Context: an optimization exercise on an open-source flow, tuned for small area, a short achievable clock period and few clock cycles per item. The choices shown serve that exercise and are no tape-out recipe. Only simulation tests tie the RTL to the original design; equivalence was not proved.

## flow/design.v (module list and top-level ports; edited modules follow where they fit)
// module yuv2rgb: 1160 lines
// module fa: 4 lines
// module ha: 4 lines
// module ao: 3 lines
// module aoa: 4 lines
// module aoi: 4 lines
// module aoig: 3 lines
// module oai: 4 lines
// module oaig: 3 lines
module yuv2rgb (
    input  wire       clk,
    input  wire       rst,
    input  wire       in_valid,
    output wire       in_ready,
    input  wire [7:0] in_y,
    input  wire [7:0] in_u,
    input  wire [7:0] in_v,
    output wire       out_valid,
    input  wire       out_ready,
    output wire [7:0] out_r,
    output wire [7:0] out_g,
    output wire [7:0] out_b,
    output wire [7:0] out_luma
);
  // ...
==> flow/flow/run.sh <==
#!/bin/bash
# Standard ORFS layout (the standard.sh) with these changes in how it is made:
#  - the port buffers buffer_ports inserts are sky130_fd_sc_hd__buf_1 cells
#    (every input and output port still gets its own buffer);
#  - clock tree synthesis runs with its standard options but without dummy loads;
#  - timing repair is asked to leave 11.65 ns of setup slack at the design's
#    16 ns clock, so the resizer works on the critical paths.
# Clock period, I/O constraints and all other steps are the standard ones.
# make's output goes to standard_flow.log; each ORFS step keeps its own log
# under orfs/logs/.
set -euo pipefail
export BUFFER_PORTS_ARGS="-buffer_cell sky130_fd_sc_hd__buf_1"
export CTS_ARGS="-sink_clustering_enable -repair_clock_nets -dont_use_dummy_load"
bash standard.sh SETUP_SLACK_MARGIN=11.65 finish > standard_flow.log 2>&1
==> flow/standard.sh <==
#!/bin/bash
# synth_recipe.tcl (not shown) runs the flow's synth.tcl, then flattens the netlist and writes it again
# the make line also repeats each setting of config.mk as NAME=value (left out here)
make -C /OpenROAD-flow-scripts/flow DESIGN_CONFIG=/design/flow/config.mk WORK_HOME=/design/flow/orfs CLKGATE_MAP_FILE= SYNTH_SCRIPT=/design/flow/synth_recipe.tcl "${@:-finish}"
==> flow/config.mk <==
export PLATFORM = sky130hd
export DESIGN_NAME = yuv2rgb
export DESIGN_NICKNAME = yuv2rgb
export VERILOG_FILES = /design/flow/design.v
export SDC_FILE = /design/flow/constraint.sdc
export NUM_CORES = 4
export LEC_CHECK = 0
export CAP_MARGIN = 20
export CORE_MARGIN = 2
export CORE_UTILIZATION = 40
export SLEW_MARGIN = 20
export SYNTH_HIERARCHICAL = 1
export SYNTH_MINIMUM_KEEP_SIZE = 0
export TNS_END_PERCENT = 10
==> flow/constraint.sdc <==
create_clock -name core_clock -period 16.0 [get_ports {clk}]
set_input_delay 3.2000 -clock core_clock [delete_from_list [all_inputs] [get_ports {clk}]]
set_output_delay 3.2000 -clock core_clock [all_outputs]
set_load 0.01 [all_outputs]
==> key figures, run 1 <==
Cells and area
  – Fraction of layout cells with a size suffix above 1: about a fifth
  – Clock buf count: 9
  – Nets: between 1500 and 2000
  – Seq/total area: approximately a fifth

Critical path
  – Max incr delay on CP: ~520 ps
  – Critical Path RT: 16110 ps
  – Crit path buf inv count: 2
  – Crit Path Max Fanout: 3
  – R2r endpoint: s3_l[5]

Place
  – DP Cell Count: 1497
  – Post-DP HPWL: roughly 22000 um

Detailed routing
  – Initial DRC count: approximately 380
  – Routed vias/inst: around 5
  – DR vias: a little under 8000
  – DRT antenna net count: 0
  – Met3 WL post-DR: ~1400 um

Status
  – Status: complete, no violations

Clock tree
  – CTS tree: yes
  – Post-CTS setup buffer count: 58

Die
  – Total core area: about 31000 um^2

Yosys
  – Sequential area share after synthesis: a little under a quarter
  – Synth top cells by count: fa_1 (237), inv_1 (160), ha_1 (112), edfxtp_1 (80), nor2_1 (62)

Timing
  – Final worst-path setup slack: 11750 ps
  – Setup TNS: 0 ps
Testbench counts, summed over its fixed seeds: cycles 16,024, items 16,000.
==> run 2, diff against run 1 <==
--- a/flow/design.v
+++ b/flow/design.v
@@ -447,124 +447,132 @@
 wire qg_f26 = ~(qg_w179 | qg_w178);
 wire qg_f27 = ~(qg_w181 & qg_w180);
 wire qg_f28 = ~(qg_w181 | qg_w180);
 wire qg_f29 = ~(qg_w183 & qg_w182);
 wire qg_f30 = ~(qg_w183 | qg_w182);
 wire qg_f31;
 oaig qg_f31_m (.gn1(qg_f1), .pn1(qg_f2), .gn0(1'b1), .g(qg_f31));
 wire qg_f32, qg_f33;
-oai qg_f32_m (.gn1(qg_f5), .pn1(qg_f6), .gn0(qg_f3), .pn0(qg_f4), .g(qg_f32), .p(qg_f33));
+oai qg_f32_m (.gn1(qg_f29), .pn1(qg_f30), .gn0(qg_f27), .pn0(qg_f28), .g(qg_f32), .p(qg_f33));
 wire qg_f34, qg_f35;
-oai qg_f34_m (.gn1(qg_f9), .pn1(qg_f10), .gn0(qg_f7), .pn0(qg_f8), .g(qg_f34), .p(qg_f35));
+oai qg_f34_m (.gn1(qg_f25), .pn1(qg_f26), .gn0(qg_f23), .pn0(qg_f24), .g(qg_f34), .p(qg_f35));
 wire qg_f36, qg_f37;
-oai qg_f36_m (.gn1(qg_f13), .pn1(qg_f14), .gn0(qg_f11), .pn0(qg_f12), .g(qg_f36), .p(qg_f37));
+oai qg_f36_m (.gn1(qg_f5), .pn1(qg_f6), .gn0(qg_f3), .pn0(qg_f4), .g(qg_f36), .p(qg_f37));
 wire qg_f38, qg_f39;
-oai qg_f38_m (.gn1(qg_f17), .pn1(qg_f18), .gn0(qg_f15), .pn0(qg_f16), .g(qg_f38), .p(qg_f39));
+oai qg_f38_m (.gn1(qg_f21), .pn1(qg_f22), .gn0(qg_f19), .pn0(qg_f20), .g(qg_f38), .p(qg_f39));
 wire qg_f40, qg_f41;
-oai qg_f40_m (.gn1(qg_f21), .pn1(qg_f22), .gn0(qg_f19), .pn0(qg_f20), .g(qg_f40), .p(qg_f41));
-wire qg_f42, qg_f43;
-oai qg_f42_m (.gn1(qg_f25), .pn1(qg_f26), .gn0(qg_f23), .pn0(qg_f24), .g(qg_f42), .p(qg_f43));
-wire qg_f44, qg_f45;
-oai qg_f44_m (.gn1(qg_f29), .pn1(qg_f30), .gn0(qg_f27), .pn0(qg_f28), .g(qg_f44), .p(qg_f45));
-wire qg_f46;
-aoig qg_f46_m (.g1(qg_f32), .p1(qg_f33), .g0(qg_f31), .gn(qg_f46));
-wire qg_f47, qg_f48;
-aoi qg_f47_m (.g1(qg_f36), .p1(qg_f37), .g0(qg_f34), .p0(qg_f35), .gn(qg_f47), .pn(qg_f48));
+aoi qg_f40_m (.g1(qg_f32), .p1(qg_f33), .g0(qg_f34), .p0(qg_f35), .gn(qg_f40), .pn(qg_f41));
+wire qg_f42;
+aoig qg_f42_m (.g1(qg_f36), .p1(qg_f37), .g0(qg_f31), .gn(qg_f42));
+wire qg_f43, qg_f44;
+oai qg_f43_m (.gn1(qg_f17), .pn1(qg_f18), .gn0(qg_f15), .pn0(qg_f16), .g(qg_f43), .p(qg_f44));
+wire qg_f45, qg_f46;
+oai qg_f45_m (.gn1(qg_f13), .pn1(qg_f14), .gn0(qg_f11), .pn0(qg_f12), .g(qg_f45), .p(qg_f46));
+wire qg_f47 = ~qg_f40;
+wire qg_f48 = ~qg_f41;
 wire qg_f49, qg_f50;
-aoi qg_f49_m (.g1(qg_f40), .p1(qg_f41), .g0(qg_f38), .p0(qg_f39), .gn(qg_f49), .pn(qg_f50));
-wire qg_f51, qg_f52;
-aoi qg_f51_m (.g1(qg_f44), .p1(qg_f45), .g0(qg_f42), .p0(qg_f43), .gn(qg_f51), .pn(qg_f52));
-wire qg_f53;
-oaig qg_f53_m (.gn1(qg_f47), .pn1(qg_f48), .gn0(qg_f46), .g(qg_f53));
+aoi qg_f49_m (.g1(qg_f47), .p1(qg_f48), .g0(qg_f38), .p0(qg_f39), .gn(qg_f49), .pn(qg_f50));
+wire qg_f51;
+oaig qg_f51_m (.gn1(qg_f7), .pn1(qg_f8), .gn0(qg_f42), .g(qg_f51));
+wire qg_f52 = ~qg_f9;
+wire qg_f53 = ~qg_f10;
 wire qg_f54, qg_f55;
-oai qg_f54_m (.gn1(qg_f51), .pn1(qg_f52), .gn0(qg_f49), .pn0(qg_f50), .g(qg_f54), .p(qg_f55));
-wire qg_f56;
-aoig qg_f56_m (.g1(qg_f54), .p1(qg_f55), .g0(qg_f53), .gn(qg_f56));
-wire qg_f57 = ~(qg_w185 & qg_w184);
-wire qg_f58 = ~(qg_w185 ^ qg_w184);
-wire qg_f59 = ~(qg_w187 & qg_w186);
-wire qg_f60 = ~(qg_w187 ^ qg_w186);
-wire qg_f61 = ~(qg_w189 & qg_w188);
-wire qg_f62 = ~(qg_w189 ^ qg_w188);
-wire qg_f63 = ~(qg_w191 & qg_w190);
-wire qg_f64 = ~(qg_w191 ^ qg_w190);
-wire qg_f65 = ~(qg_w193 & qg_w192);
-wire qg_f66 = ~(qg_w193 ^ qg_w192);
-wire qg_f67 = ~(qg_w195 & qg_w194);
-wire qg_f68 = ~(qg_w195 ^ qg_w194);
-wire qg_f69 = ~(qg_w197 & qg_w196);
-wire qg_f70 = ~(qg_w197 ^ qg_w196);
-wire qg_f71 = ~(qg_w199 & qg_w198);
-wire qg_f72 = ~(qg_w199 ^ qg_w198);
-wire qg_f73 = ~(1'b1 & qg_w200);
-wire qg_f74 = ~(1'b1 ^ qg_w200);
-wire qg_f75 = ~(1'b1 & 1'b0);
-wire qg_f76 = ~(1'b1 ^ 1'b0);
-wire qg_f77, qg_f78;
-oai qg_f77_m (.gn1(qg_f59), .pn1(qg_f60), .gn0(qg_f57), .pn0(qg_f58), .g(qg_f77), .p(qg_f78));
-wire qg_f79, qg_f80;
-oai qg_f79_m (.gn1(qg_f61), .pn1(qg_f62), .gn0(qg_f59), .pn0(qg_f60), .g(qg_f79), .p(qg_f80));
-wire qg_f81, qg_f82;
-oai qg_f81_m (.gn1(qg_f63), .pn1(qg_f64), .gn0(qg_f61), .pn0(qg_f62), .g(qg_f81), .p(qg_f82));
-wire qg_f83, qg_f84;
-oai qg_f83_m (.gn1(qg_f65), .pn1(qg_f66), .gn0(qg_f63), .pn0(qg_f64), .g(qg_f83), .p(qg_f84));
-wire qg_f85, qg_f86;
-oai qg_f85_m (.gn1(qg_f67), .pn1(qg_f68), .gn0(qg_f65), .pn0(qg_f66), .g(qg_f85), .p(qg_f86));
-wire qg_f87, qg_f88;
-oai qg_f87_m (.gn1(qg_f69), .pn1(qg_f70), .gn0(qg_f67), .pn0(qg_f68), .g(qg_f87), .p(qg_f88));
-wire qg_f89, qg_f90;
-oai qg_f89_m (.gn1(qg_f71), .pn1(qg_f72), .gn0(qg_f69), .pn0(qg_f70), .g(qg_f89), .p(qg_f90));
-wire qg_f91, qg_f92;
-oai qg_f91_m (.gn1(qg_f73), .pn1(qg_f74), .gn0(qg_f71), .pn0(qg_f72), .g(qg_f91), .p(qg_f92));
-wire qg_f93, qg_f94;
-oai qg_f93_m (.gn1(qg_f75), .pn1(qg_f76), .gn0(qg_f73), .pn0(qg_f74), .g(qg_f93), .p(qg_f94));
-wire qg_f95 = ~qg_f57;
-wire qg_f96 = ~qg_f58;
-wire qg_f97, qg_f98;
-aoi qg_f97_m (.g1(qg_f79), .p1(qg_f80), .g0(qg_f95), .p0(qg_f96), .gn(qg_f97), .pn(qg_f98));
-wire qg_f99, qg_f100;
-aoi qg_f99_m (.g1(qg_f81), .p1(qg_f82), .g0(qg_f77), .p0(qg_f78), .gn(qg_f99), .pn(qg_f100));
-wire qg_f101, qg_f102;
-aoi qg_f101_m (.g1(qg_f83), .p1(qg_f84), .g0(qg_f79), .p0(qg_f80), .gn(qg_f101), .pn(qg_f102));
-wire qg_f103, qg_f104;
-aoi qg_f103_m (.g1(qg_f85), .p1(qg_f86), .g0(qg_f81), .p0(qg_f82), .gn(qg_f103), .pn(qg_f104));
-wire qg_f105, qg_f106;
-aoi qg_f105_m (.g1(qg_f87), .p1(qg_f88), .g0(qg_f83), .p0(qg_f84), .gn(qg_f105), .pn(qg_f106));
-wire qg_f107, qg_f108;
-aoi qg_f107_m (.g1(qg_f89), .p1(qg_f90), .g0(qg_f85), .p0(qg_f86), .gn(qg_f107), .pn(qg_f108));
-wire qg_f109, qg_f110;
-aoi qg_f109_m (.g1(qg_f91), .p1(qg_f92), .g0(qg_f87), .p0(qg_f88), .gn(qg_f109), .pn(qg_f110));
-wire qg_f111, qg_f112;
-aoi qg_f111_m (.g1(qg_f93), .p1(qg_f94), .g0(qg_f89), .p0(qg_f90), .gn(qg_f111), .pn(qg_f112));
-wire qg_f113, qg_f114;
-oai qg_f113_m (.gn1(qg_f101), .pn1(qg_f102), .gn0(qg_f57), .pn0(qg_f58), .g(qg_f113), .p(qg_f114));
-wire qg_f115 = ~qg_f103;
-wire qg_f116 = ~qg_f104;
-wire qg_f117, qg_f118;
-aoi qg_f117_m (.g1(qg_f115), .p1(qg_f116), .g0(qg_f77), .p0(qg_f78), .gn(qg_f117), .pn(qg_f118));
-wire qg_f119, qg_f120;
-oai qg_f119_m (.gn1(qg_f105), .pn1(qg_f106), .gn0(qg_f97), .pn0(qg_f98), .g(qg_f119), .p(qg_f120));
-wire qg_f121, qg_f122;
-oai qg_f121_m (.gn1(qg_f107), .pn1(qg_f108), .gn0(qg_f99), .pn0(qg_f100), .g(qg_f121), .p(qg_f122));
-wire qg_f123, qg_f124;
-oai qg_f123_m (.gn1(qg_f109), .pn1(qg_f110), .gn0(qg_f101), .pn0(qg_f102), .g(qg_f123), .p(qg_f124));
-wire qg_f125, qg_f126;
-oai qg_f125_m (.gn1(qg_f111), .pn1(qg_f112), .gn0(qg_f103), .pn0(qg_f104), .g(qg_f125), .p(qg_f126));
-wire qg_f127 = ~qg_f57;
-wire qg_f128 = ~qg_f58;
-wire qg_f129, qg_f130;
-aoi qg_f129_m (.g1(qg_f123), .p1(qg_f124), .g0(qg_f127), .p0(qg_f128), .gn(qg_f129), .pn(qg_f130));
-wire qg_f131, qg_f132;
-aoi qg_f131_m (.g1(qg_f125), .p1(qg_f126), .g0(qg_f77), .p0(qg_f78), .gn(qg_f131), .pn(qg_f132));
-wire [9:0] qg_s0 = {(~qg_f76 ^ (~qg_f129)), (~qg_f74 ^ qg_f121), (~qg_f72 ^ qg_f119), (~qg_f70 ^ (~qg_f117)), (~qg_f68 ^ qg_f113), (~qg_f66 ^ (~qg_f99)), (~qg_f64 ^ (~qg_f97)), (~qg_f62 ^ qg_f77), (~qg_f60 ^ (~qg_f57)), (~qg_f58)};
-wire [9:0] qg_s1 = {(~qg_f76 ^ ((~qg_f129) | (~qg_f130))), (~qg_f74 ^ (qg_f121 | qg_f122)), (~qg_f72 ^ (qg_f119 | qg_f120)), (~qg_f70 ^ ((~qg_f117) | (~qg_f118))), (~qg_f68 ^ (qg_f113 | qg_f114)), (~qg_f66 ^ ((~qg_f99) | (~qg_f100))), (~qg_f64 ^ ((~qg_f97) | (~qg_f98))), (~qg_f62 ^ (qg_f77 | qg_f78)), (~qg_f60 ^ ((~qg_f57) | (~qg_f58))), qg_f58};
+aoi qg_f54_m (.g1(qg_f45), .p1(qg_f46), .g0(qg_f52), .p0(qg_f53), .gn(qg_f54), .pn(qg_f55));
+wire qg_f56 = ~qg_f49;
+wire qg_f57 = ~qg_f50;
+wire qg_f58, qg_f59;
+aoi qg_f58_m (.g1(qg_f56), .p1(qg_f57), .g0(qg_f43), .p0(qg_f44), .gn(qg_f58), .pn(qg_f59));
+wire qg_f60 = ~qg_f51;
+wire qg_f61;
+oaig qg_f61_m (.gn1(qg_f54), .pn1(qg_f55), .gn0(qg_f60), .g(qg_f61));
+wire qg_f62 = ~qg_f61;
+wire qg_f63;
+oaig qg_f63_m (.gn1(qg_f58), .pn1(qg_f59), .gn0(qg_f62), .g(qg_f63));
+wire qg_f64 = ~(qg_w185 & qg_w184);
+wire qg_f65 = ~(qg_w185 ^ qg_w184);
+wire qg_f66 = ~(qg_w187 & qg_w186);
+wire qg_f67 = ~(qg_w187 ^ qg_w186);
+wire qg_f68 = ~(qg_w189 & qg_w188);
+wire qg_f69 = ~(qg_w189 ^ qg_w188);
+wire qg_f70 = ~(qg_w191 & qg_w190);
+wire qg_f71 = ~(qg_w191 ^ qg_w190);
+wire qg_f72 = ~(qg_w193 & qg_w192);
+wire qg_f73 = ~(qg_w193 ^ qg_w192);
+wire qg_f74 = ~(qg_w195 & qg_w194);
+wire qg_f75 = ~(qg_w195 ^ qg_w194);
+wire qg_f76 = ~(qg_w197 & qg_w196);
+wire qg_f77 = ~(qg_w197 ^ qg_w196);
+wire qg_f78 = ~(qg_w199 & qg_w198);
+wire qg_f79 = ~(qg_w199 ^ qg_w198);
+wire qg_f80 = ~(1'b1 & qg_w200);
+wire qg_f81 = ~(1'b1 ^ qg_w200);
+wire qg_f82 = ~(1'b1 & 1'b0);
+wire qg_f83 = ~(1'b1 ^ 1'b0);
+wire qg_f84, qg_f85;
+oai qg_f84_m (.gn1(qg_f66), .pn1(qg_f67), .gn0(qg_f64), .pn0(qg_f65), .g(qg_f84), .p(qg_f85));
+wire qg_f86, qg_f87;
+oai qg_f86_m (.gn1(qg_f68), .pn1(qg_f69), .gn0(qg_f66), .pn0(qg_f67), .g(qg_f86), .p(qg_f87));
+wire qg_f88, qg_f89;
+oai qg_f88_m (.gn1(qg_f70), .pn1(qg_f71), .gn0(qg_f68), .pn0(qg_f69), .g(qg_f88), .p(qg_f89));
+wire qg_f90, qg_f91;
+oai qg_f90_m (.gn1(qg_f72), .pn1(qg_f73), .gn0(qg_f70), .pn0(qg_f71), .g(qg_f90), .p(qg_f91));
+wire qg_f92, qg_f93;
+oai qg_f92_m (.gn1(qg_f74), .pn1(qg_f75), .gn0(qg_f72), .pn0(qg_f73), .g(qg_f92), .p(qg_f93));
+wire qg_f94, qg_f95;
+oai qg_f94_m (.gn1(qg_f76), .pn1(qg_f77), .gn0(qg_f74), .pn0(qg_f75), .g(qg_f94), .p(qg_f95));
+wire qg_f96, qg_f97;
+oai qg_f96_m (.gn1(qg_f78), .pn1(qg_f79), .gn0(qg_f76), .pn0(qg_f77), .g(qg_f96), .p(qg_f97));
+wire qg_f98, qg_f99;
+oai qg_f98_m (.gn1(qg_f80), .pn1(qg_f81), .gn0(qg_f78), .pn0(qg_f79), .g(qg_f98), .p(qg_f99));
+wire qg_f100, qg_f101;
+oai qg_f100_m (.gn1(qg_f82), .pn1(qg_f83), .gn0(qg_f80), .pn0(qg_f81), .g(qg_f100), .p(qg_f101));
+wire qg_f102 = ~qg_f64;
+wire qg_f103 = ~qg_f65;
+wire qg_f104, qg_f105;
+aoi qg_f104_m (.g1(qg_f86), .p1(qg_f87), .g0(qg_f102), .p0(qg_f103), .gn(qg_f104), .pn(qg_f105));
+wire qg_f106, qg_f107;
+aoi qg_f106_m (.g1(qg_f88), .p1(qg_f89), .g0(qg_f84), .p0(qg_f85), .gn(qg_f106), .pn(qg_f107));
+wire qg_f108, qg_f109;
+aoi qg_f108_m (.g1(qg_f90), .p1(qg_f91), .g0(qg_f86), .p0(qg_f87), .gn(qg_f108), .pn(qg_f109));
+wire qg_f110, qg_f111;
+aoi qg_f110_m (.g1(qg_f92), .p1(qg_f93), .g0(qg_f88), .p0(qg_f89), .gn(qg_f110), .pn(qg_f111));
+wire qg_f112, qg_f113;
+aoi qg_f112_m (.g1(qg_f94), .p1(qg_f95), .g0(qg_f90), .p0(qg_f91), .gn(qg_f112), .pn(qg_f113));
+wire qg_f114, qg_f115;
+aoi qg_f114_m (.g1(qg_f96), .p1(qg_f97), .g0(qg_f92), .p0(qg_f93), .gn(qg_f114), .pn(qg_f115));
+wire qg_f116, qg_f117;
+aoi qg_f116_m (.g1(qg_f98), .p1(qg_f99), .g0(qg_f94), .p0(qg_f95), .gn(qg_f116), .pn(qg_f117));
+wire qg_f118, qg_f119;
+aoi qg_f118_m (.g1(qg_f100), .p1(qg_f101), .g0(qg_f96), .p0(qg_f97), .gn(qg_f118), .pn(qg_f119));
+wire qg_f120, qg_f121;
+oai qg_f120_m (.gn1(qg_f108), .pn1(qg_f109), .gn0(qg_f64), .pn0(qg_f65), .g(qg_f120), .p(qg_f121));
+wire qg_f122 = ~qg_f110;
+wire qg_f123 = ~qg_f111;
+wire qg_f124, qg_f125;
+aoi qg_f124_m (.g1(qg_f122), .p1(qg_f123), .g0(qg_f84), .p0(qg_f85), .gn(qg_f124), .pn(qg_f125));
+wire qg_f126, qg_f127;
+oai qg_f126_m (.gn1(qg_f112), .pn1(qg_f113), .gn0(qg_f104), .pn0(qg_f105), .g(qg_f126), .p(qg_f127));
+wire qg_f128, qg_f129;
+oai qg_f128_m (.gn1(qg_f114), .pn1(qg_f115), .gn0(qg_f106), .pn0(qg_f107), .g(qg_f128), .p(qg_f129));
+wire qg_f130, qg_f131;
+oai qg_f130_m (.gn1(qg_f116), .pn1(qg_f117), .gn0(qg_f108), .pn0(qg_f109), .g(qg_f130), .p(qg_f131));
+wire qg_f132, qg_f133;
+oai qg_f132_m (.gn1(qg_f118), .pn1(qg_f119), .gn0(qg_f110), .pn0(qg_f111), .g(qg_f132), .p(qg_f133));
+wire qg_f134 = ~qg_f64;
+wire qg_f135 = ~qg_f65;
+wire qg_f136, qg_f137;
+aoi qg_f136_m (.g1(qg_f130), .p1(qg_f131), .g0(qg_f134), .p0(qg_f135), .gn(qg_f136), .pn(qg_f137));
+wire qg_f138, qg_f139;
+aoi qg_f138_m (.g1(qg_f132), .p1(qg_f133), .g0(qg_f84), .p0(qg_f85), .gn(qg_f138), .pn(qg_f139));
+wire [9:0] qg_s0 = {(~qg_f83 ^ (~qg_f136)), (~qg_f81 ^ qg_f128), (~qg_f79 ^ qg_f126), (~qg_f77 ^ (~qg_f124)), (~qg_f75 ^ qg_f120), (~qg_f73 ^ (~qg_f106)), (~qg_f71 ^ (~qg_f104)), (~qg_f69 ^ qg_f84), (~qg_f67 ^ (~qg_f64)), (~qg_f65)};
+wire [9:0] qg_s1 = {(~qg_f83 ^ ((~qg_f136) | (~qg_f137))), (~qg_f81 ^ (qg_f128 | qg_f129)), (~qg_f79 ^ (qg_f126 | qg_f127)), (~qg_f77 ^ ((~qg_f124) | (~qg_f125))), (~qg_f75 ^ (qg_f120 | qg_f121)), (~qg_f73 ^ ((~qg_f106) | (~qg_f107))), (~qg_f71 ^ ((~qg_f104) | (~qg_f105))), (~qg_f69 ^ (qg_f84 | qg_f85)), (~qg_f67 ^ ((~qg_f64) | (~qg_f65))), qg_f65};
 wire [7:0] qg_c0 = qg_s0[9] ? 8'd0 : qg_s0[8] ? 8'd255 : qg_s0[7:0];
 wire [7:0] qg_c1 = qg_s1[9] ? 8'd0 : qg_s1[8] ? 8'd255 : qg_s1[7:0];
-wire [7:0] qg_c = ~qg_f56 ? qg_c1 : qg_c0;
+wire [7:0] qg_c = qg_f63 ? qg_c1 : qg_c0;
 wire qb_w1 = 1'b1 ^ s1_u[7] ^ s1_u[1];
 wire qb_w2 = (1'b1 & s1_u[7]) | (1'b1 & s1_u[1]) | (s1_u[7] & s1_u[1]);
 wire qb_w3 = 1'b1 ^ s1_u[2] ^ ~s1_u[6];
 wire qb_w4 = (1'b1 & s1_u[2]) | (1'b1 & ~s1_u[6]) | (s1_u[2] & ~s1_u[6]);
 wire qb_w5 = 1'b1 ^ s1_u[3] ^ ~s1_u[7];
 wire qb_w6 = (1'b1 & s1_u[3]) | (1'b1 & ~s1_u[7]) | (s1_u[3] & ~s1_u[7]);
 wire qb_w7 = 1'b1 ^ s1_y[0] ^ s1_u[5];
 wire qb_w8 = (1'b1 & s1_y[0]) | (1'b1 & s1_u[5]) | (s1_y[0] & s1_u[5]);
@@ -1052,38 +1060,39 @@
 wire ql_f18 = ~(ql_w259 | ql_w258);
 wire ql_f19 = ~(ql_w261 & ql_w260);
 wire ql_f20 = ~(ql_w261 | ql_w260);
 wire ql_f21 = ~(ql_w263 & ql_w262);
 wire ql_f22 = ~(ql_w263 | ql_w262);
 wire ql_f23 = ~ql_f1;
 wire ql_f24;
 aoig ql_f24_m (.g1(1'b0), .p1(ql_w243), .g0(ql_f23), .gn(ql_f24));
-wire ql_f25, ql_f26;
-oai ql_f25_m (.gn1(ql_f5), .pn1(ql_f6), .gn0(ql_f3), .pn0(ql_f4), .g(ql_f25), .p(ql_f26));
-wire ql_f27, ql_f28;
-oai ql_f27_m (.gn1(ql_f9), .pn1(ql_f10), .gn0(ql_f7), .pn0(ql_f8), .g(ql_f27), .p(ql_f28));
-wire ql_f29, ql_f30;
-oai ql_f29_m (.gn1(ql_f13), .pn1(ql_f14), .gn0(ql_f11), .pn0(ql_f12), .g(ql_f29), .p(ql_f30));
-wire ql_f31, ql_f32;
-oai ql_f31_m (.gn1(ql_f17), .pn1(ql_f18), .gn0(ql_f15), .pn0(ql_f16), .g(ql_f31), .p(ql_f32));
-wire ql_f33, ql_f34;
-oai ql_f33_m (.gn1(ql_f21), .pn1(ql_f22), .gn0(ql_f19), .pn0(ql_f20), .g(ql_f33), .p(ql_f34));
-wire ql_f35 = ~ql_f24;
-wire ql_f36;
-aoig ql_f36_m (.g1(ql_f25), .p1(ql_f26), .g0(ql_f35), .gn(ql_f36));
-wire ql_f37, ql_f38;
-aoi ql_f37_m (.g1(ql_f29), .p1(ql_f30), .g0(ql_f27), .p0(ql_f28), .gn(ql_f37), .pn(ql_f38));
-wire ql_f39, ql_f40;
-aoi ql_f39_m (.g1(ql_f33), .p1(ql_f34), .g0(ql_f31), .p0(ql_f32), .gn(ql_f39), .pn(ql_f40));
-wire ql_f41;
-oaig ql_f41_m (.gn1(ql_f37), .pn1(ql_f38), .gn0(ql_f36), .g(ql_f41));
-wire ql_f42 = ~ql_f41;
+wire ql_f25;
+oaig ql_f25_m (.gn1(ql_f3), .pn1(ql_f4), .gn0(ql_f24), .g(ql_f25));
+wire ql_f26 = ~ql_f25;
+wire ql_f27;
+oaig ql_f27_m (.gn1(ql_f5), .pn1(ql_f6), .gn0(ql_f26), .g(ql_f27));
+wire ql_f28, ql_f29;
+oai ql_f28_m (.gn1(ql_f13), .pn1(ql_f14), .gn0(ql_f11), .pn0(ql_f12), .g(ql_f28), .p(ql_f29));
+wire ql_f30, ql_f31;
+oai ql_f30_m (.gn1(ql_f17), .pn1(ql_f18), .gn0(ql_f15), .pn0(ql_f16), .g(ql_f30), .p(ql_f31));
+wire ql_f32, ql_f33;
+oai ql_f32_m (.gn1(ql_f21), .pn1(ql_f22), .gn0(ql_f19), .pn0(ql_f20), .g(ql_f32), .p(ql_f33));
+wire ql_f34, ql_f35;
+oai ql_f34_m (.gn1(ql_f9), .pn1(ql_f10), .gn0(ql_f7), .pn0(ql_f8), .g(ql_f34), .p(ql_f35));
+wire ql_f36, ql_f37;
+aoi ql_f36_m (.g1(ql_f30), .p1(ql_f31), .g0(ql_f28), .p0(ql_f29), .gn(ql_f36), .pn(ql_f37));
+wire ql_f38;
+aoig ql_f38_m (.g1(ql_f34), .p1(ql_f35), .g0(ql_f27), .gn(ql_f38));
+wire ql_f39 = ~ql_f36;
+wire ql_f40 = ~ql_f37;
+wire ql_f41, ql_f42;
+aoi ql_f41_m (.g1(ql_f32), .p1(ql_f33), .g0(ql_f39), .p0(ql_f40), .gn(ql_f41), .pn(ql_f42));
 wire ql_f43;
-oaig ql_f43_m (.gn1(ql_f39), .pn1(ql_f40), .gn0(ql_f42), .g(ql_f43));
+oaig ql_f43_m (.gn1(ql_f41), .pn1(ql_f42), .gn0(ql_f38), .g(ql_f43));
 wire ql_f44 = ~(ql_w265 & ql_w264);
 wire ql_f45 = ~(ql_w265 ^ ql_w264);
 wire ql_f46 = ~(ql_w267 & ql_w266);
 wire ql_f47 = ~(ql_w267 ^ ql_w266);
 wire ql_f48 = ~(ql_w269 & ql_w268);
 wire ql_f49 = ~(ql_w269 ^ ql_w268);
 wire ql_f50 = ~(ql_w271 & ql_w270);
 wire ql_f51 = ~(ql_w271 ^ ql_w270);
==> flow/flow/run.sh (replaced) <==
#!/bin/bash
# Standard ORFS layout (the standard.sh) with two changes in how it is made:
#  - the port buffers buffer_ports inserts are sky130_fd_sc_hd__buf_1 cells
#    (every input and output port still gets its own buffer);
#  - timing repair is asked to leave 11.0 ns of setup slack at the design's
#    16 ns clock, so the resizer works on the critical paths.
# Clock period, I/O constraints and all other steps are the standard ones.
set -euo pipefail
export BUFFER_PORTS_ARGS="-buffer_cell sky130_fd_sc_hd__buf_1"
bash standard.sh SETUP_SLACK_MARGIN=11.8 finish > standard_flow.log 2>&1
==> key figures, run 2 <==
Status
  – Status: complete, no violations

Cells and area
  – Ant diodes: 0
  – Most common cell after layout, fill and taps aside: fa_1
  – Nets: 1582 (+0.063%)
  – Area Growth Syn to Fin: 15.7%
  – Final instance area: roughly 15000 um^2
  – Area of the multi-input gates: between 9000 and 10000 um^2
  – Filler cells: approximately 2800
  – Most frequent cells in the layout: fa_1 (234), inv_1 (146), ha_1 (105)
  – Non-Filler Instances: between 1500 and 2000
  – Fraction of layout cells with a size suffix above 1: 21.4% (+1.9 points)
  – Final cell utilization of the core: a little under half
  – Register area: between 3000 and 4000 um^2

Die
  – Die footprint: about 33000 um^2
  – Die width: roughly 180 um
  – I/O pin cnt: between 60 and 70
  – Starting Density: between 40% and 50%
  – Total core area: 30700 um^2 (+0.26%)
  – Count of standard-cell rows: between 60 and 70
  – Vert. Die Dim: 181 um

Yosys
  – Synth area leaders: fa_1 (38%), edfxtp_1 (19%), ha_1 (11%)
  – Syn Std Cell Area: roughly 13000 um^2
  – Synthesized instance count: roughly 1000
  – Synth area leader: fa_1
  – Synth warn: 7
  – Asr flop ratio synth: 0%
  – Unique masters post-synth: 35
  – Register bit total from synthesis: between 100 and 150
  – Synth top cells by count: fa_1 (237), inv_1 (167), ha_1 (112), edfxtp_1 (80), nor2_1 (59)
  – Number of flops mapped to enable cells by yosys: 80
  – Synth Area per Inst: roughly 12 um^2
  – Most common cell in the netlist: fa_1
  – Sequential area share after synthesis: 23.9% (-0.053 points)
  – Synth top area share: a little under two fifths
  – Most used DFF post-synth: edfxtp_1

Global route
  – First-pass GRT wire length: between 40000 and 50000 um
  – Number of global-route vias before repair: around 8600
  – GRT Total Usage: 18.2%
  – Grt met1 use: 24.4%
  – GR peak layer: met2
  – Largest net degree at the start of global routing: 60
  – Antenna violations before repair: 0
  – Gr ovfl total: 0
  – Met3 Track Usage GR: between 3 and 4%
  – Met2 Track Usage GR: a little under a third

Place
  – IO buf count: between 60 and 70
  – Post-DP HPWL: 22000 um (+0.93%)
  – Dpl cell area: roughly 13000 um^2
  – DP Cell Count: 1503 (+0.40%)
  – Routability cong.: between 0.8 and 0.9
  – Pre-CTS WS: 11060 ps

Timing
  – Worst-Margin Slew: 682 ps
  – Rel. slew slack: a little over half
  – Setup TNS: 0 ps (unchanged)
  – F_max: approximately 230 MHz
  – Final setup violation count: 0
  – Fin Hold WS: about 470 ps
  – RSZ-0062 raised after global routing: yes
  – Hold Fails Final Rpt: 0
  – Tmin final: approximately 4300 ps
  – Final period utilization: roughly a quarter
  – Final worst-path setup slack: 11730 ps (-19.2 ps)
  – Clock Skew: between 10 and 15 ps
  – Max-slew violations: 0

Clock tree
  – Clk latency of the worst-skew pair: 360 ps
  – CTS tree: yes
  – Clk root buf: clkbuf_16
  – Worst-path clk slew: ~80 ps
  – CTS Hold Bufs: 0
  – CTS H-tree lvls: 3
  – CTS max path bufs: 2
  – Num CTS Buffers: 9
  – Clock sink total: 110

Detailed routing
  – 1st-pass router iterations: 5
  – Initial DRC count: 452 (+19%)
  – Routed WL: roughly 28000 um
  – DR vias: 7944 (+1.7%)
  – Residual DRC: 0
  – Routed vias/inst: 4.95 (+1.2%)
  – DRT antenna net count: 0 (unchanged)
  – Drt wl/cell: 17.6 um

Critical path
  – Crit Path Class: flop to flop
  – Crit Path Max Fanout: 4 (+1)
  – Crit path launch type: flop
  – Crit end category: flop
  – Critical Path RT: 16110 ps (about the same)
  – Arr. time, crit path: 4370 ps

Flow run
  – Max Cap Viol: 0

Hold path
  – Hold Path Class: flop to flop
run 2: cell types whose count changed after synthesis, moves of 2 or more:
cell,previous run,this run
inv_1,160,167
nand2_1,49,52
nor2_1,62,59
o21ai_1,12,14
o21ai_2,33,30
run 2: final timing paths:
path              startpoint       to  slack [ps]  depth (start not counted)
setup / recovery     s2_r[5]  s3_l[4]       11730                         16
hold / removal          s3_v     s3_v         470                          2
setup reg to reg     s2_r[5]  s3_l[4]       11730                         16
hold reg to reg         s3_v     s3_v         470                          2
run 2: timing repair:
item | in CTS | in global routing
setup endpoints to repair | 91 | 105
setup buffers | 60 | 26
resized for setup | 29 | 44
pin swaps | 5 | 15
cloned | 1 | 0
run 2: worst max-delay path: stages, from the launching register on:
cell and delay [ps]:
edfxtp_1 460, buf_6 160, fa_1 550, fa_1 440, fa_2 360, fa_1 490
fa_1 550, nor2_1 50, nor2_1 80, nand2_1 70, inv_2 80, nand2_2 70
o21ai_4 240, inv_2 100, buf_4 150, o21ai_2 110, xnor2_1 70
run 2: cells by family after synthesis:
kind of cell             after synthesis  share of synthesized area (%)
XOR/XNOR                              38                           2.71
AND/OR/NAND/NOR                      180                           6.87
other                                  2                         0.0599
adder cells (fa/ha/maj)              349                           49.0
AO/OA/AOI/OAI                        172                           10.0
multiplexers                          25                           2.23
flip-flops                           110                           23.9
buffers and inverters                170                           5.16
run 2: layout make-up:
type	count	share of cell area [%]
inverters	167	4.68
multi-input cells	768	62.8
repair buffers	148	6.27
well taps	396	3.41
flip-flops and latches	110	20.7
repair inverters	1	0.0345
clock buffers	10	1.58
clock inverters	6	0.483
run 2: modules after synthesis (local to each module, per instance):
module,cell area [um^2],copies in the design,flops+latches,cells
aoig,8.76,3,0,1
oaig,5.00,7,0,1
oai,12.5,30,0,2
yuv2rgb,5980,1,110,570
aoa,13.8,31,0,2
ao,7.51,24,0,1
ha,12.5,41,0,1
fa,20.0,237,0,1
aoi,12.5,21,0,2
run 2: per-layer routing:
| metal | wire length [um] | part of all wire [%] | vias up |
|---|---|---|---|
| met5 | 0 | 0 | - |
| met1 | 12400 | 44 | 4005 |
| li1 | - | - | 3719 |
| met3 | 1330 | 4.7 | 36 |
| met4 | 651 | 2.3 | 0 |
| met2 | 13900 | 49 | 184 |
Testbench counts of run 2, summed over its fixed seeds: cycles 16,024, items 16,000.
==> run 3, diff against run 2 <==
--- a/flow/flow/run.sh
+++ b/flow/flow/run.sh
@@ -7,4 +7,4 @@
 # Clock period, I/O constraints and all other steps are the standard ones.
 set -euo pipefail
 export BUFFER_PORTS_ARGS="-buffer_cell sky130_fd_sc_hd__buf_1"
-bash standard.sh SETUP_SLACK_MARGIN=11.8 finish > standard_flow.log 2>&1
+bash standard.sh SETUP_SLACK_MARGIN=11.95 finish > standard_flow.log 2>&1
==> key figures, run 3 <==
Status
  – Status: complete, no violations

Die
  – Die width: 181 um (unchanged)
  – Count of standard-cell rows: 64 (unchanged)
  – Vert. Die Dim: 181 um (unchanged)
  – Starting Density: 40.8% (unchanged)
  – Total core area: 30700 um^2 (unchanged)
  – Die footprint: 32800 um^2 (unchanged)
  – I/O pin cnt: 62 (unchanged)

Detailed routing
  – Routed WL: 28400 um (+0.35%)
  – Initial DRC count: 474 (+4.9%)
  – DR vias: 8002 (+0.73%)
  – Routed vias/inst: 4.96 (+0.23%)
  – 1st-pass router iterations: 5 (unchanged)
  – DRT antenna net count: 0 (unchanged)
  – Residual DRC: 0 (unchanged)
  – Drt wl/cell: 17.6 um (-0.15%)

Timing
  – Setup TNS: 0 ps (unchanged)
  – Tmin final: 4290 ps (+20.9 ps)
  – Clock Skew: 10.1 ps (-0.0511 ps)
  – Fin Hold WS: 471 ps (+0.412 ps)
  – Final setup violation count: 0 (unchanged)
  – Hold Fails Final Rpt: 0 (unchanged)
  – F_max: 233 MHz (-0.49%)
  – Final worst-path setup slack: 11710 ps (-20.9 ps)
  – Worst-Margin Slew: 581 ps (-100 ps)
  – Rel. slew slack: 61.2% (+6.9 points)
  – Max-slew violations: 0 (unchanged)
  – RSZ-0062 raised after global routing: yes
  – Final period utilization: 26.8% (+0.13 points)

Yosys
  – Most common cell in the netlist: fa_1
  – Synth top area share: 37.8% (unchanged)
  – Synthesized instance count: 1046 (unchanged)
  – Most used DFF post-synth: edfxtp_1
  – Register bit total from synthesis: 110 (unchanged)
  – Asr flop ratio synth: 0% (unchanged)
  – Sequential area share after synthesis: 23.9% (unchanged)
  – Synth area leaders: fa_1 (38%), edfxtp_1 (19%), ha_1 (11%)
  – Number of flops mapped to enable cells by yosys: 80 (unchanged)
  – Synth top cells by count: fa_1 (237), inv_1 (167), ha_1 (112), edfxtp_1 (80), nor2_1 (59)
  – Unique masters post-synth: 35 (unchanged)
  – Synth warn: 7 (unchanged)
  – Synth area leader: fa_1
  – Syn Std Cell Area: 12500 um^2 (unchanged)
  – Synth Area per Inst: 12.0 um^2 (unchanged)

Cells and area
  – Nets: 1590 (+0.51%)
  – Most frequent cells in the layout: fa_1 (235), inv_1 (140), ha_1 (110)
  – Non-Filler Instances: 1614 (+0.50%)
  – Filler cells: 2853 (+0.35%)
  – Most common cell after layout, fill and taps aside: fa_1
  – Final cell utilization of the core: 47.4% (+0.22 points)
  – Ant diodes: 0 (unchanged)
  – Area Growth Syn to Fin: 16.2%
  – Fraction of layout cells with a size suffix above 1: 22.2% (+0.76 points)
  – Final instance area: 14600 um^2 (+0.46%)

Place
  – Routability cong.: 0.895 (unchanged)
  – Post-DP HPWL: 22000 um (unchanged)
  – DP Cell Count: 1503 (unchanged)
  – Pre-CTS WS: 11060 ps (unchanged)
  – Dpl cell area: 13300 um^2 (unchanged)
  – IO buf count: 61 (unchanged)

Critical path
  – CP top delay family: buffers and inverters
  – Arr. time, crit path: 4330 ps (-40 ps)
  – Critical Path RT: 16050 ps (-60 ps)
  – Crit Path Max Fanout: 59 (+55)
  – Max incr delay on CP: 370 ps (-180 ps)
  – Crit. path cell count: 4 (-12)
  – Slowest stage cell, crit path: clkinvlp_4
  – Worst-path cell chain: buf_1, nor2_4, clkinvlp_4, buf_6
  – Crit path buf inv count: 3 (-1)
  – R2r endpoint: s3_l[4]
  – Worst R2R Start: s2_r[5]
  – Crit end category: flop
  – Crit path launch type: primary input
  – R2R Setup Slk: 11740 ps (about the same)
  – Crit Path Class: primary input to flop
  – R2R cell count: 16 (unchanged)

Global route
  – Antenna violations before repair: 0 (unchanged)
  – Number of global-route vias before repair: 8735 (+1.5%)
  – Largest net degree at the start of global routing: 60 (unchanged)
  – GRT Total Usage: 18.4% (+0.19 points)
  – Gr ovfl total: 0 (unchanged)
  – First-pass GRT wire length: 46600 um (+1.2%)

Clock tree
  – Worst-path clk slew: 70 ps (about the same)
  – Clock sink total: 110 (unchanged)
  – Clk root buf: clkbuf_16
  – CTS tree: yes
  – CTS max path bufs: 2 (unchanged)
  – Clk latency of the worst-skew pair: 360 ps (about the same)
  – Num CTS Buffers: 9 (unchanged)
  – CTS H-tree lvls: 3 (unchanged)

Hold path
  – Hold Path Sink: s3_v
  – Hold Path Class: flop to flop
  – Hold Crit Start: s3_v
  – Hold path depth: 2 (unchanged)

Flow run
  – Max Cap Viol: 0 (unchanged)
run 3: worst max-delay path by stage:
| stage | from | slack, ps | endpoint |
|---|---|---|---|
| after floorplan | out_ready | 11050 | s1_u[0] |
| after global placement | out_ready | 11120 | s3_b[1] |
| after detailed placement | out_ready | 11060 | s1_v |
| after CTS | out_ready | 11740 | s1_u[6] |
| after global routing | s2_r[5] | 11540 | s3_l[4] |
| final | out_ready | 11710 | s3_b[1] |
run 3: metal layers:
| metal | share of wire [%] | track usage, % |
|---|---|---|
| met5 | 0 | 0 |
| met4 | 2.3 | 4.98 |
| met3 | 5.1 | 3.47 |
| met2 | 49 | 30.9 |
| met1 | 44 | 24.6 |
run 3: worst register-to-register path, stage by stage, from the launching register on:
cell and delay (ps):
edfxtp_1 460, buf_6 160, fa_1 550, fa_1 440
fa_2 360, fa_1 490, fa_1 550, nor2_1 50
nor2_1 80, nand2_1 70, inv_2 80, nand2_2 70
o21ai_4 230, inv_2 100, buf_4 140, o21ai_2 120
xnor2_1 70
run 3: layout make-up:
type	count	area [um^2]	area share, %
flip-flops and latches	110	3000	20.6
inverters	167	697	4.78
multi-input cells	768	9120	62.6
clock buffers	10	229	1.57
clock inverters	6	70.1	0.481
repair inverters	1	7.51	0.0515
well taps	396	495	3.40
repair buffers	156	953	6.54
run 3: timing repair:
item / CTS / global route
hold endpoints to repair: 0 / 0
gates cloned: 1 / 0
gates resized for setup: 46 / 30
hold buffers: 0 / 0
buffers inserted: 79 / 15
endpoints found under the setup margin: 125 / 139
pin swaps: 11 / 8
run 3: logic make-up (layout without fill, tap and decap cells):
| family | Yosys count | after routing | share of synthesized area, % |
|---|---|---|---|
| flops | 110 | 110 | 23.9 |
| simple gates | 180 | 180 | 6.87 |
| compound gates | 172 | 172 | 10.0 |
| buf+inv | 170 | 340 | 5.16 |
| other cells | 2 | 4 | 0.0599 |
| xor+xnor | 38 | 38 | 2.71 |
| mux | 25 | 25 | 2.23 |
| fa+ha+maj | 349 | 349 | 49.0 |
run 3: modules after synthesis (local to each module, per instance):
module,cells inside,area [um^2],times used,flip-flops and latches
ao,1,7.51,24,0
aoi,2,12.5,21,0
yuv2rgb,570,5980,1,110
oaig,1,5.00,7,0
oai,2,12.5,30,0
aoa,2,13.8,31,0
fa,1,20.0,237,0
ha,1,12.5,41,0
aoig,1,8.76,3,0
==> run 4, diff against run 3 <==
--- a/flow/flow/run.sh
+++ b/flow/flow/run.sh
@@ -7,4 +7,4 @@
 # Clock period, I/O constraints and all other steps are the standard ones.
 set -euo pipefail
 export BUFFER_PORTS_ARGS="-buffer_cell sky130_fd_sc_hd__buf_1"
-bash standard.sh SETUP_SLACK_MARGIN=11.95 finish > standard_flow.log 2>&1
+bash standard.sh SETUP_SLACK_MARGIN=11.7 finish > standard_flow.log 2>&1
==> key figures, run 4 <==
Place
  – Post-DP HPWL: 22000 um (unchanged)
  – Pre-CTS WS: 11060 ps (unchanged)
  – IO buf count: 61 (unchanged)
  – Routability cong.: 0.895 (unchanged)
  – DP Cell Count: 1503 (unchanged)
  – Dpl cell area: 13300 um^2 (unchanged)

Critical path
  – Crit Path Class: flop to flop
  – Worst Setup SP: s2_g[3]
  – Critical Path RT: 16110 ps (+60 ps)
  – Arr. time, crit path: 4390 ps (+60 ps)
  – Worst R2R Start: s2_g[3]
  – Crit path launch type: flop
  – R2R cell count: 13 (-3)
  – Crit end category: flop
  – Crit Path Max Fanout: 5 (-92%)

Timing
  – Hold Fails Final Rpt: 0 (unchanged)
  – Rel. slew slack: 59.8% (-1.4 points)
  – Final period utilization: 26.7% (-0.052 points)
  – RSZ-0062 raised after global routing: yes
  – Setup TNS: 0 ps (unchanged)
  – Worst-Margin Slew: 598 ps (+16.8 ps)
  – Tmin final: 4280 ps (-8.40 ps)
  – Final worst-path setup slack: 11720 ps (+8.40 ps)
  – Final setup violation count: 0 (unchanged)
  – F_max: 234 MHz (+0.20%)
  – Max-slew violations: 0 (unchanged)
  – Clock Skew: 8.74 ps (-1.33 ps)

Detailed routing
  – Residual DRC: 0 (unchanged)
  – 1st-pass router iterations: 5 (unchanged)
  – Drt wl/cell: 17.4 um (-0.86%)
  – Routed vias/inst: 4.97 (+0.22%)
  – DR vias: 7990 (-0.15%)
  – Routed WL: 28000 um (-1.2%)
  – Initial DRC count: 469 (-1.1%)
  – DRT antenna net count: 0 (unchanged)

Status
  – Status: complete, no violations

Global route
  – GRT Total Usage: 18.0% (-0.44 points)
  – Number of global-route vias before repair: 8551 (-2.1%)
  – First-pass GRT wire length: 45400 um (-2.5%)
  – Largest net degree at the start of global routing: 60 (unchanged)
  – Gr ovfl total: 0 (unchanged)
  – Antenna violations before repair: 0 (unchanged)

Yosys
  – Unique masters post-synth: 35 (unchanged)
  – Most common cell in the netlist: fa_1
  – Synth area leader: fa_1
  – Most used DFF post-synth: edfxtp_1
  – Synth top cells by count: fa_1 (237), inv_1 (167), ha_1 (112), edfxtp_1 (80), nor2_1 (59)
  – Number of flops mapped to enable cells by yosys: 80 (unchanged)
  – Synth warn: 7 (unchanged)
  – Sequential area share after synthesis: 23.9% (unchanged)
  – Synthesized instance count: 1046 (unchanged)
  – Asr flop ratio synth: 0% (unchanged)
  – Register bit total from synthesis: 110 (unchanged)
  – Synth area leaders: fa_1 (38%), edfxtp_1 (19%), ha_1 (11%)
  – Synth top area share: 37.8% (unchanged)
  – Synth Area per Inst: 12.0 um^2 (unchanged)
  – Syn Std Cell Area: 12500 um^2 (unchanged)

Cells and area
  – Most frequent cells in the layout: fa_1 (235), inv_1 (148), ha_1 (109)
  – Non-Filler Instances: 1608 (-0.37%)
  – Area Growth Syn to Fin: 15.1%
  – Final instance area: 14400 um^2 (-0.93%)
  – Nets: 1584 (-0.38%)
  – Register area: 3000 um^2 (unchanged)
  – Fraction of layout cells with a size suffix above 1: 20.4% (-1.8 points)
  – Area of the multi-input gates: 9050 um^2 (-0.71%)
  – Filler cells: 2845 (-0.28%)
  – Most common cell after layout, fill and taps aside: fa_1
  – Ant diodes: 0 (unchanged)

Clock tree
  – CTS Hold Bufs: 0 (unchanged)
  – Worst-path clk slew: 70 ps (about the same)
  – CTS H-tree lvls: 3 (unchanged)
  – CTS max path bufs: 2 (unchanged)
  – Clk latency of the worst-skew pair: 350 ps (about the same)
  – Clk root buf: clkbuf_16
  – Clock sink total: 110 (unchanged)
  – CTS tree: yes
  – Num CTS Buffers: 9 (unchanged)

Die
  – Count of standard-cell rows: 64 (unchanged)
  – I/O pin cnt: 62 (unchanged)
  – Die width: 181 um (unchanged)
  – Die footprint: 32800 um^2 (unchanged)
  – Vert. Die Dim: 181 um (unchanged)
  – Starting Density: 40.8% (unchanged)
  – Total core area: 30700 um^2 (unchanged)

Hold path
  – Hold Path Class: flop to flop
  – Hold path depth: 2 (unchanged)
  – Hold Crit Start: s3_v

Flow run
  – Max Cap Viol: 0 (unchanged)
## run 4: cell type report
class / count / area share [%]
Multi-Input combinational cell: 768 / 62.7
Sequential cell: 110 / 20.8
Timing Repair Buffer: 150 / 6.24
Inverter: 167 / 4.70
Tap cell: 396 / 3.43
Clock buffer: 10 / 1.59
Clock inverter: 6 / 0.485
Timing Repair inverter: 1 / 0.0520
## run 4: worst max-delay path, stage by stage (launching register included)
cell and delay [ps]:
edfxtp_1 520, buf_4 200, fa_1 450, fa_1 400, fa_1 460, fa_1 510, fa_1 410, ha_1 280
inv_1 80, nor2_1 230, nand2_1 130, nor2_1 120, a21oi_1 90, xnor2_1 130
## run 4: path summary, 6_finish.rpt
path	slack, ps	endpoint
max	11720	s3_l[5]
min	470	s3_v
max reg2reg	11720	s3_l[5]
min reg2reg	470	s3_v
## run 4: what timing repair did
item,in CTS,in global routing
gates cloned,1,0
resized for setup,15,36
buffers inserted,46,42
pin swaps,2,3
endpoints found under the setup margin,90,102
## run 4: per-layer routing
layer,global-route usage [%],vias to the layer above,wire length [um]
met5,0,-,0
met4,5.43,0,753
met3,3.35,40,1350
met2,29.7,199,13600
met1,24.2,4037,12300
li1,-,3714,-
## run 4: kinds of logic after synthesis
| logic type | share of synthesized area, % |
|---|---|
| xor gates and xnor gates | 2.71 |
| DFF | 23.9 |
| and+or+nand+nor | 6.87 |
| muxes | 2.23 |
| buffers and inverters | 5.16 |
| AOI/OAI and AO/OA | 10.0 |
| other | 0.0599 |
| adders and majority gates | 49.0 |
## run 4: Yosys stat by module (local to each module, per instance)
module | flip-flops and latches | cells | times used | area, um^2
aoig | 0 | 1 | 3 | 8.76
oaig | 0 | 1 | 7 | 5.00
aoi | 0 | 2 | 21 | 12.5
aoa | 0 | 2 | 31 | 13.8
fa | 0 | 1 | 237 | 20.0
ao | 0 | 1 | 24 | 7.51
ha | 0 | 1 | 41 | 12.5
oai | 0 | 2 | 30 | 12.5
yuv2rgb | 110 | 570 | 1 | 5980
## run 4: stage by stage
| step | hold WS [ps] | util (%) |
|---|---|---|
| after global routing | 487 | 47.0 |
| after floorplan | 426 | - |
| after detailed placement | 454 | 43.2 |
| final | 470 | 47.0 |
| after CTS | 474 | 45.5 |
| after global placement | 434 | 43.2 |
==> run 5, diff against run 4 <==
--- a/flow/flow/run.sh
+++ b/flow/flow/run.sh
@@ -7,4 +7,4 @@
 # Clock period, I/O constraints and all other steps are the standard ones.
 set -euo pipefail
 export BUFFER_PORTS_ARGS="-buffer_cell sky130_fd_sc_hd__buf_1"
-bash standard.sh SETUP_SLACK_MARGIN=11.7 finish > standard_flow.log 2>&1
+bash standard.sh SETUP_SLACK_MARGIN=11.75 finish > standard_flow.log 2>&1
==> key figures, run 5 <==
Timing
  – Clock Skew: 9.87 ps (+1.13 ps)
  – F_max: 234 MHz (+0.18%)
  – Max-slew violations: 0 (unchanged)
  – Rel. slew slack: 59.7% (-0.16 points)
  – Setup TNS: 0 ps (unchanged)
  – Final setup violation count: 0 (unchanged)
  – Worst-Margin Slew: 600 ps (+2.35 ps)
  – RSZ-0062 raised after global routing: yes
  – Tmin final: 4270 ps (-7.80 ps)
  – Hold Fails Final Rpt: 0 (unchanged)
  – Final period utilization: 26.7% (-0.049 points)
  – Final worst-path setup slack: 11730 ps (+7.80 ps)

Detailed routing
  – Routed WL: 28400 um (+1.3%)
  – Initial DRC count: 459 (-2.1%)
  – Routed vias/inst: 4.95 (-0.42%)
  – DRT antenna net count: 0 (unchanged)
  – Drt wl/cell: 17.6 um (+1.1%)
  – DR vias: 7971 (-0.24%)
  – 1st-pass router iterations: 5 (unchanged)
  – Residual DRC: 0 (unchanged)

Cells and area
  – Final instance area: 14500 um^2 (+0.61%)
  – Most frequent cells in the layout: fa_1 (234), inv_1 (146), ha_1 (106)
  – Nets: 1587 (+0.19%)
  – Area Growth Syn to Fin: 15.8%
  – Most common cell after layout, fill and taps aside: fa_1
  – Ant diodes: 0 (unchanged)
  – Fraction of layout cells with a size suffix above 1: 21.2% (+0.77 points)

Place
  – Dpl cell area: 13300 um^2 (unchanged)
  – IO buf count: 61 (unchanged)
  – Pre-CTS WS: 11060 ps (unchanged)
  – Post-DP HPWL: 22000 um (unchanged)
  – Routability cong.: 0.895 (unchanged)

Critical path
  – Max incr delay on CP: 370 ps (-150 ps)
  – Slowest stage cell, crit path: clkinvlp_4
  – Critical Path RT: 16040 ps (-70 ps)
  – Crit Path Max Fanout: 59 (+54)
  – Arr. time, crit path: 4320 ps (-70 ps)
  – Crit path launch type: primary input
  – Crit end category: flop
  – Worst-path cell chain: buf_1, nor2_4, clkinvlp_4, buf_6
  – Crit Path Class: primary input to flop

Global route
  – GRT Total Usage: 18.2% (+0.19 points)
  – First-pass GRT wire length: 45900 um (+0.94%)
  – Number of global-route vias before repair: 8583 (+0.37%)
  – Largest net degree at the start of global routing: 60 (unchanged)
  – Gr ovfl total: 0 (unchanged)
  – Antenna violations before repair: 0 (unchanged)

Clock tree
  – Clk root buf: clkbuf_16
  – CTS max path bufs: 2 (unchanged)
  – Worst-path clk slew: 80 ps (about the same)
  – CTS H-tree lvls: 3 (unchanged)
  – Num CTS Buffers: 9 (unchanged)
  – Clk latency of the worst-skew pair: 360 ps (about the same)
  – Clock sink total: 110 (unchanged)
  – CTS tree: yes

Die
  – Starting Density: 40.8% (unchanged)
  – Die footprint: 32800 um^2 (unchanged)
  – Vert. Die Dim: 181 um (unchanged)
  – Die width: 181 um (unchanged)
  – Total core area: 30700 um^2 (unchanged)
  – Count of standard-cell rows: 64 (unchanged)
  – I/O pin cnt: 62 (unchanged)

Yosys
  – Syn Std Cell Area: 12500 um^2 (unchanged)
  – Synth warn: 7 (unchanged)
  – Most used DFF post-synth: edfxtp_1
  – Most common cell in the netlist: fa_1
  – Asr flop ratio synth: 0% (unchanged)
  – Number of flops mapped to enable cells by yosys: 80 (unchanged)
  – Synth top cells by count: fa_1 (237), inv_1 (167), ha_1 (112), edfxtp_1 (80), nor2_1 (59)
  – Synth area leaders: fa_1 (38%), edfxtp_1 (19%), ha_1 (11%)
  – Unique masters post-synth: 35 (unchanged)
  – Register bit total from synthesis: 110 (unchanged)
  – Synthesized instance count: 1046 (unchanged)
  – Synth top area share: 37.8% (unchanged)
  – Sequential area share after synthesis: 23.9% (unchanged)
  – Synth Area per Inst: 12.0 um^2 (unchanged)
  – Synth area leader: fa_1

Flow run
  – Max Cap Viol: 0 (unchanged)

Hold path
  – Hold Path Class: flop to flop

Status
  – Status: complete, no violations
-- run 5: cell types whose count changed in the layout (fill, tap and decap cells not counted), sizes merged --
cell	before	now
buf	150	153
clkinvlp	15	17
inv	155	153
-- run 5: logic make-up (layout without fill, tap and decap cells) --
group           Yosys count  after routing  share of synthesized area (%)
fa+ha+maj               349            349                           49.0
simple gates            180            180                           6.87
compound gates          172            172                           10.0
buf+inv                 170            337                           5.16
flops                   110            110                           23.9
xor+xnor                 38             38                           2.71
mux                      25             25                           2.23
other cells               2              4                         0.0599
-- run 5: repair_timing --
action	in CTS	in global routing
setup buffers	57	34
cloned	1	0
endpoints found under the setup margin	91	104
hold buffers	0	0
pin swaps	2	15
gates resized for setup	25	38
-- run 5: cell type report --
class	count	area [um^2]
repair buffers	153	936
flip-flops and latches	110	3000
fillers	2839	16200
clock inverters	6	70.1
clock buffers	10	229
repair inverters	1	7.51
well taps	396	495
inverters	167	689
multi-input cells	768	9100
-- run 5: stage by stage --
stage	std cells	hold slack (ps)	util [%]
after floorplan	1048	426	-
after global placement	1503	434	43.2
after detailed placement	1503	454	43.2
after global routing	1611	487	47.2
after CTS	1577	474	45.9
final	1611	471	47.2
-- run 5: Yosys stat by module (local to each module, per instance) --
module	cell area, um^2	copies in the design	cells
ao	7.51	24	1
fa	20.0	237	1
ha	12.5	41	1
oai	12.5	30	2
oaig	5.00	7	1
aoig	8.76	3	1
yuv2rgb	5980	1	570
aoa	13.8	31	2
aoi	12.5	21	2
-- run 5: routing by layer --
metal	track usage (%)	vias to the layer above	routed length, um
li1	-	3728	-
met3	3.55	37	1360
met5	0	-	0
met2	30.3	183	13900
met1	24.3	4023	12400
met4	5.04	0	706
-- run 5: path summary, 6_finish.rpt --
check                 start  endpoint  slack [ps]  cells after the start
hold reg to reg        s3_v      s3_v         470                      2
setup reg to reg    s2_r[5]   s3_l[5]       11730                     15
setup / recovery  out_ready   s3_b[1]       11730                      4
hold / removal         s3_v      s3_v         470                      2
-- run 5: critical path, delay by kind of cell --
kind / cells / cell delay, ps
buffers and inverters: 3 / 830
and+or+nand+nor: 1 / 210

[afterwards: timing with drivers on the ports]
How much do the figures lean on ideal ports? The routed layouts below were timed once more, with nothing changed but the port constraints.
Step 1, drivers: a clkbuf_16 drives clk and a buf_2 each remaining input, both assumed.
Step 2 times the ports against the registers' clock, not the clock port: input delays grow and output delays shrink by t, the midpoint of the rising clock arrivals with the driver on.
a / b / c = no drivers / after step 1 / after step 2; a / b = the first two.
run	t (ns)	setup WS [ns]	hold slack, ns	worst setup path after step 2	slew at the worst register clock pin (ns)
run 1	0.396	11.752 / 11.752 / 11.408	0.465 / 0.465 / 0.465	input to register	0.08 / 0.08
run 2	0.400	11.733 / 11.733 / 11.387	0.471 / 0.471 / 0.471	input to register	0.08 / 0.08
run 3	0.401	11.712 / 11.736 / 11.338	0.471 / 0.471 / 0.471	input to register	0.07 / 0.07
run 4	0.401	11.720 / 11.720 / 11.359	0.470 / 0.470 / 0.470	input to register	0.07 / 0.07
run 5	0.400	11.728 / 11.731 / 11.354	0.471 / 0.471 / 0.471	input to register	0.08 / 0.08
After both steps every run listed still meets setup and hold.
